This is an optimization exercise on Yosys and OpenROAD, whose aim is small area, a short achievable clock period and few clock cycles per item, not a production implementation.
Where RTL was checked, it was by simulation tests only, not by an equivalence proof against the original.

rev 12:
==> flow/design.v <==
module sps_eval (
    input  wire        clk,
    input  wire        rst,           
    input  wire        in_valid,
    output wire        in_ready,
    input  wire [58:0] disc_in,       
    input  wire [42:0] amul_in,       
    input  wire [15:0] pos_in,        
    input  wire [27:0] v0_in,         
    input  wire [30:0] tmul_in,       
    output reg         out_valid,
    output reg  [1:0]  err_out,       
    output wire [57:0] disc_out,      
    output wire [31:0] delta_out      
);
    localparam [1:0] E_OK    = 2'd0;
    localparam [1:0] E_RANGE = 2'd1;
    localparam [1:0] E_DIV0  = 2'd2;
    localparam [1:0] E_NEG   = 2'd3;
    localparam [1:0] P_IDLE = 2'd0;
    localparam [1:0] P_ADD  = 2'd1;
    localparam [1:0] P_SQRT = 2'd2;
    localparam [1:0] P_FULL = 2'd3;
    reg [1:0]  s1;
    reg [3:0]  c1;
    reg [57:0] rad;       
    reg [27:0] rem;       
    reg [28:0] root;      
    reg [15:0] pos1;
    reg [27:0] v01;
    reg [30:0] tmul1;
    reg        neg1, big1;
    assign in_ready = s1[0] == s1[1];     
    function [59:0] sq_step;              
        input [29:0] r;
        input [28:0] s;
        input [1:0]  t;
        reg   [31:0] rs;
        reg   [32:0] df;
        begin
            rs = {r, t};
            df = {1'b0, rs} - {2'b00, s[28:0], 2'b01};
            if (!df[32]) sq_step = {df[29:0], s[27:0], 1'b1};
            else         sq_step = {rs[29:0], s[27:0], 1'b0};
        end
    endfunction
    wire signed [60:0] d_ex = {{2{root[15]}}, root[15], rad[57:0]} + {{18{root[14]}}, root[14:0], rem[27:0]};
    wire d_neg = d_ex[60];
    wire d_big = !d_ex[60] && d_ex[58];
    wire [57:0] d = d_ex[57:0];
    wire [59:0] a1 = sq_step(30'd0, 29'd0, d[57:56]);
    wire [59:0] a2 = sq_step(a1[59:29], a1[28:0], d[55:54]);
    wire [59:0] a3 = sq_step(a2[59:29], a2[28:0], d[53:52]);
    wire [32:0] sx  = {1'b0, rem, rad[57:54]};
    wire [32:0] nr3 = {{3{1'b1}}, ~root[26:0], 3'b111};
    wire [32:0] nr4 = {{2{1'b1}}, ~root[26:0], 4'b1100};
    wire [32:0] nr8 = {{2{1'b1}}, ~root[26:0], 4'b1000};
    wire [32:0] sd1 = sx + nr3;
    wire [32:0] sd2 = sx + nr4;
    wire [32:0] scs = sx ^ nr8 ^ nr3;
    wire [32:0] scc = (sx & nr8) | (sx & nr3) | (nr8 & nr3);
    wire [32:0] sd3 = scs + {scc[31:0], 1'b0};
    wire        sg1 = !sd1[32], sg2 = !sd2[32], sg3 = !sd3[32];
    wire [27:0] srem_nx = sg3 ? sd3[27:0] : sg2 ? sd2[27:0] : sg1 ? sd1[27:0] : sx[27:0];
    wire [28:0] root_nx = {root[26:0], sg2, sg3 | (sg1 & !sg2)};
    wire        side_take = (d_neg || d_big || pos1 == 16'd0) && !side_v;
    reg         side_v;
    reg  [57:0] side_d;
    reg  [1:0]  side_e;
    wire [29:0] vsum;
    wire        vs_co;
    add_bk #(30) u_vsum ({2'b00, v01}, {1'b0, root}, 1'b0, vsum, vs_co);
    wire        pz   = (pos1 == 16'd0);
    wire        div0 = (vsum[29:1] == 29'd0);
    always @(posedge clk) begin
        if (rst) begin
            s1 <= P_IDLE;
        end else begin
            case (s1)
                P_ADD:   s1 <= side_take ? P_IDLE : P_SQRT;
                P_SQRT:  if (c1 == 4'd12) s1 <= P_FULL;
                default: s1 <= in_valid ? P_ADD : P_IDLE;
            endcase
        end
        c1 <= (s1 == P_SQRT) ? c1 + 4'd1 : 4'd0;
        case (s1)
            P_ADD: begin
                rad  <= (d_neg || d_big) ? 58'd0 : {d[51:0], d[57:52]};
                rem  <= a3[56:29];
                root <= a3[28:0];
                neg1 <= d_neg;
                big1 <= d_big;
            end
            P_SQRT: begin
                rad  <= {rad[53:0], rad[57:54]};
                rem  <= srem_nx;
                root <= root_nx;
            end
            default: begin
                rad  <= disc_in[57:0];
                rem  <= amul_in[27:0];
                root <= {13'd0, disc_in[58], amul_in[42:28]};
            end
        endcase
        if (s1 == P_ADD && side_take) begin
            side_d <= (d_neg || d_big) ? 58'd0 : d;
            side_e <= d_neg ? E_NEG : d_big ? E_RANGE : E_OK;
        end
        if (in_ready) begin
            pos1  <= pos_in;
            v01   <= v0_in;
            tmul1 <= tmul_in;
        end
    end
    wire handoff = (s1 == P_FULL);
    reg        busy2;
    reg [3:0]  c2;
    reg [57:0] disc2;
    reg [28:0] q2;
    reg [28:0] drem;
    reg [30:0] tmul2;
    reg [55:0] acc;
    reg [1:0]  qb;
    reg        rerr;
    assign disc_out  = disc2;
    assign delta_out = acc[55:24];
    wire [31:0] dx1 = {1'b0, drem, 2'b01};
    wire [31:0] nq1 = {{3{1'b1}}, ~q2};
    wire [31:0] nq2 = {{2{1'b1}}, ~q2, 1'b1};
    wire [31:0] dcs = dx1 ^ nq1 ^ nq2;
    wire [31:0] dcc = (dx1 & nq1) | (dx1 & nq2) | (nq1 & nq2);
    wire [31:0] dd1, dd2, dd3;
    wire        dc1, dc2, dc3;
    add_bk #(32) u_dd1 (dx1, nq1, 1'b0, dd1, dc1);
    add_bk #(32) u_dd2 (dx1, nq2, 1'b0, dd2, dc2);
    add_bk #(32) u_dd3 (dcs, {dcc[30:0], 1'b1}, 1'b0, dd3, dc3);
    wire        dg1 = !dd1[31], dg2 = !dd2[31], dg3 = !dd3[31];
    wire [28:0] drem_nx = dg3 ? dd3[28:0] : dg2 ? dd2[28:0] : dg1 ? dd1[28:0] : {drem[26:0], 2'b00};
    wire [1:0]  dq_nx   = {dg2, dg3 | (dg1 & !dg2)};
    wire [55:0] ma  = {acc[53:0], 2'b00};
    wire [55:0] mb  = qb[1] ? {24'd0, tmul2, 1'b0} : 56'd0;
    wire [55:0] mc  = qb[0] ? {25'd0, tmul2} : 56'd0;
    wire [55:0] mcs = ma ^ mb ^ mc;
    wire [55:0] mcc = (ma & mb) | (ma & mc) | (mb & mc);
    wire [55:0] acc_nx;
    wire        acc_co;
    add_bk #(56) u_acc (mcs, {mcc[54:0], 1'b0}, 1'b0, acc_nx, acc_co);
    wire skip = neg1 | big1 | pz | div0;
    wire drain = side_v && !busy2;
    always @(posedge clk) begin
        if (rst) begin
            busy2     <= 1'b0;
            out_valid <= 1'b0;
            side_v    <= 1'b0;
        end else begin
            out_valid <= 1'b0;
            if (s1 == P_ADD && side_take)
                side_v <= 1'b1;
            else if (drain && !handoff)
                side_v <= 1'b0;
            if (handoff) begin
                busy2     <= !skip;
                out_valid <= skip;
            end else if (busy2 && c2 == 4'd13) begin
                busy2     <= 1'b0;
                out_valid <= 1'b1;
            end else if (drain) begin
                out_valid <= 1'b1;
            end
        end
        if (handoff) begin
            c2    <= 4'd0;
            disc2 <= rad;
            q2    <= vsum[29:1];
            drem  <= {3'd0, pos1, 10'd0};
            tmul2 <= tmul1;
            acc   <= 56'd0;
            qb    <= 2'b00;
            rerr  <= 1'b0;
            err_out <= neg1 ? E_NEG : big1 ? E_RANGE : pz ? E_OK : div0 ? E_DIV0 : E_OK;
        end else if (drain) begin
            disc2   <= side_d;
            err_out <= side_e;
            acc     <= 56'd0;
        end else begin
            c2   <= c2 + 4'd1;
            drem <= drem_nx;
            qb   <= dq_nx;
            if (c2 == 4'd0 && dg2) begin
                rerr    <= 1'b1;
                err_out <= E_RANGE;
            end
            if (!rerr)
                acc <= acc_nx;
        end
    end
endmodule
module add_bk #(parameter W = 8) (
    input  wire [W-1:0] a,
    input  wire [W-1:0] b,
    input  wire         ci,
    output wire [W-1:0] y,
    output wire         co
);
    function integer lg2;
        input integer n;
        begin
            lg2 = 0;
            while ((1 << lg2) < n) lg2 = lg2 + 1;
        end
    endfunction
    localparam L = lg2(W);
    reg [W-1:0] g, p, px;
    integer i, k;
    always @* begin
        px = a ^ b;
        g  = a & b;
        g[0] = (a[0] & b[0]) | (px[0] & ci);
        p  = px;
        for (k = 0; k < L; k = k + 1) begin
            for (i = (2 << k) - 1; i < W; i = i + (2 << k)) begin
                g[i] = g[i] | (p[i] & g[i-(1<<k)]);
                p[i] = p[i] & p[i-(1<<k)];
            end
        end
        for (k = L - 1; k > 0; k = k - 1) begin
            for (i = 3*(1 << (k-1)) - 1; i < W; i = i + (1 << k)) begin
                g[i] = g[i] | (p[i] & g[i-(1<<(k-1))]);
                p[i] = p[i] & p[i-(1<<(k-1))];
            end
        end
    end
    assign y  = px ^ {g[W-2:0], ci};
    assign co = g[W-1];
endmodule
clock: 10.0 ns
lec_check: 0
cap_margin: 20
core_margin: 2
core_utilization: 60
cts_buf_list: sky130_fd_sc_hd__clkbuf_4 sky130_fd_sc_hd__clkbuf_8
place_density: 0.75
setup_slack_margin: 5
slew_margin: 20
standard.sh (not shown) runs the stock make flow with config.mk's settings and CLKGATE_MAP_FILE= SYNTH_SCRIPT=/design/flow/synth_recipe.tcl, a recipe that flattens the netlist after the stock synthesis.
==> flow/flow/run.sh <==
#!/bin/bash
# Standard layout, with the port buffers made of the smallest buffer cell
# instead of the cell buffer_ports picks by itself.
set -euo pipefail
export BUFFER_PORTS_ARGS="-buffer_cell sky130_fd_sc_hd__buf_1"
bash standard.sh > standard_flow.log 2>&1
Testbench counts of rev 12, summed over its fixed seeds: cycles 42,854, items 3,200.
Inputs modified between rev 12 and rev 13:
diff --git a/flow/design.v b/flow/design.v
--- a/flow/design.v
+++ b/flow/design.v
@@ -63,10 +63,6 @@
     wire        sg1 = !sd1[32], sg2 = !sd2[32], sg3 = !sd3[32];
     wire [27:0] srem_nx = sg3 ? sd3[27:0] : sg2 ? sd2[27:0] : sg1 ? sd1[27:0] : sx[27:0];
     wire [28:0] root_nx = {root[26:0], sg2, sg3 | (sg1 & !sg2)};
-    wire        side_take = (d_neg || d_big || pos1 == 16'd0) && !side_v;
-    reg         side_v;
-    reg  [57:0] side_d;
-    reg  [1:0]  side_e;
     wire [29:0] vsum;
     wire        vs_co;
     add_bk #(30) u_vsum ({2'b00, v01}, {1'b0, root}, 1'b0, vsum, vs_co);
@@ -77,7 +73,7 @@
             s1 <= P_IDLE;
         end else begin
             case (s1)
-                P_ADD:   s1 <= side_take ? P_IDLE : P_SQRT;
+                P_ADD:   s1 <= P_SQRT;
                 P_SQRT:  if (c1 == 4'd12) s1 <= P_FULL;
                 default: s1 <= in_valid ? P_ADD : P_IDLE;
             endcase
@@ -102,10 +98,6 @@
                 root <= {13'd0, disc_in[58], amul_in[42:28]};
             end
         endcase
-        if (s1 == P_ADD && side_take) begin
-            side_d <= (d_neg || d_big) ? 58'd0 : d;
-            side_e <= d_neg ? E_NEG : d_big ? E_RANGE : E_OK;
-        end
         if (in_ready) begin
             pos1  <= pos_in;
             v01   <= v0_in;
@@ -146,25 +138,17 @@
     wire        acc_co;
     add_bk #(56) u_acc (mcs, {mcc[54:0], 1'b0}, 1'b0, acc_nx, acc_co);
     wire skip = neg1 | big1 | pz | div0;
-    wire drain = side_v && !busy2;
     always @(posedge clk) begin
         if (rst) begin
             busy2     <= 1'b0;
             out_valid <= 1'b0;
-            side_v    <= 1'b0;
         end else begin
             out_valid <= 1'b0;
-            if (s1 == P_ADD && side_take)
-                side_v <= 1'b1;
-            else if (drain && !handoff)
-                side_v <= 1'b0;
             if (handoff) begin
                 busy2     <= !skip;
                 out_valid <= skip;
             end else if (busy2 && c2 == 4'd13) begin
                 busy2     <= 1'b0;
-                out_valid <= 1'b1;
-            end else if (drain) begin
                 out_valid <= 1'b1;
             end
         end
@@ -178,10 +162,6 @@
             qb    <= 2'b00;
             rerr  <= 1'b0;
             err_out <= neg1 ? E_NEG : big1 ? E_RANGE : pz ? E_OK : div0 ? E_DIV0 : E_OK;
-        end else if (drain) begin
-            disc2   <= side_d;
-            err_out <= side_e;
-            acc     <= 56'd0;
         end else begin
             c2   <= c2 + 4'd1;
             drem <= drem_nx;
@@ -202,14 +182,7 @@
     output wire [W-1:0] y,
     output wire         co
 );
-    function integer lg2;
-        input integer n;
-        begin
-            lg2 = 0;
-            while ((1 << lg2) < n) lg2 = lg2 + 1;
-        end
-    endfunction
-    localparam L = lg2(W);
+    localparam L = $clog2(W);
     reg [W-1:0] g, p, px;
     integer i, k;
     always @* begin
==> comparison <==
Diff rev 12 -> rev 13: share of the synthesized area in compound gates (AO/OA/AOI/OAI) now sits higher, count of cells resized by post-cts repair now larger, critical-path maximum fanout has decreased. Diff rev 12 -> rev 13 | synthesized cell count | down by a little under 10%. For worst hold slack across all endpoints, rev 13 and rev 12 come out practically identical. Taking rev 12 over rev 13, the flip-flop and latch count ratio works out to 1.15.
The RTL of rev 13 was laid out without a check of its function.

==> separate check: timing with driven ports <==
The results above use ideal ports. As a check the final layouts listed here were re-extracted and re-timed, cells and wires unchanged.
Step 1 assumes that a clkbuf_16 drives the clock port and a buf_2 every other input.
Step 2 also shifts input and output timing later by t, the mid clock arrival at the registers, as if the neighbouring blocks saw the same clock.
Three values: ideal, step 1, step 2; two values: the first two.
| run | shift t [ns] | setup slack, ns | worst setup path at the end | worst slew at a driven data input, ns |
|---|---|---|---|---|
| rev 12 | 0.741 | 5.017 / 5.017 / 5.017 | register to register | 0.09 |
| rev 13 | 0.720 | 4.738 / 4.738 / 4.738 | register to register | 0.14 |
After both steps every run listed still meets setup and hold.
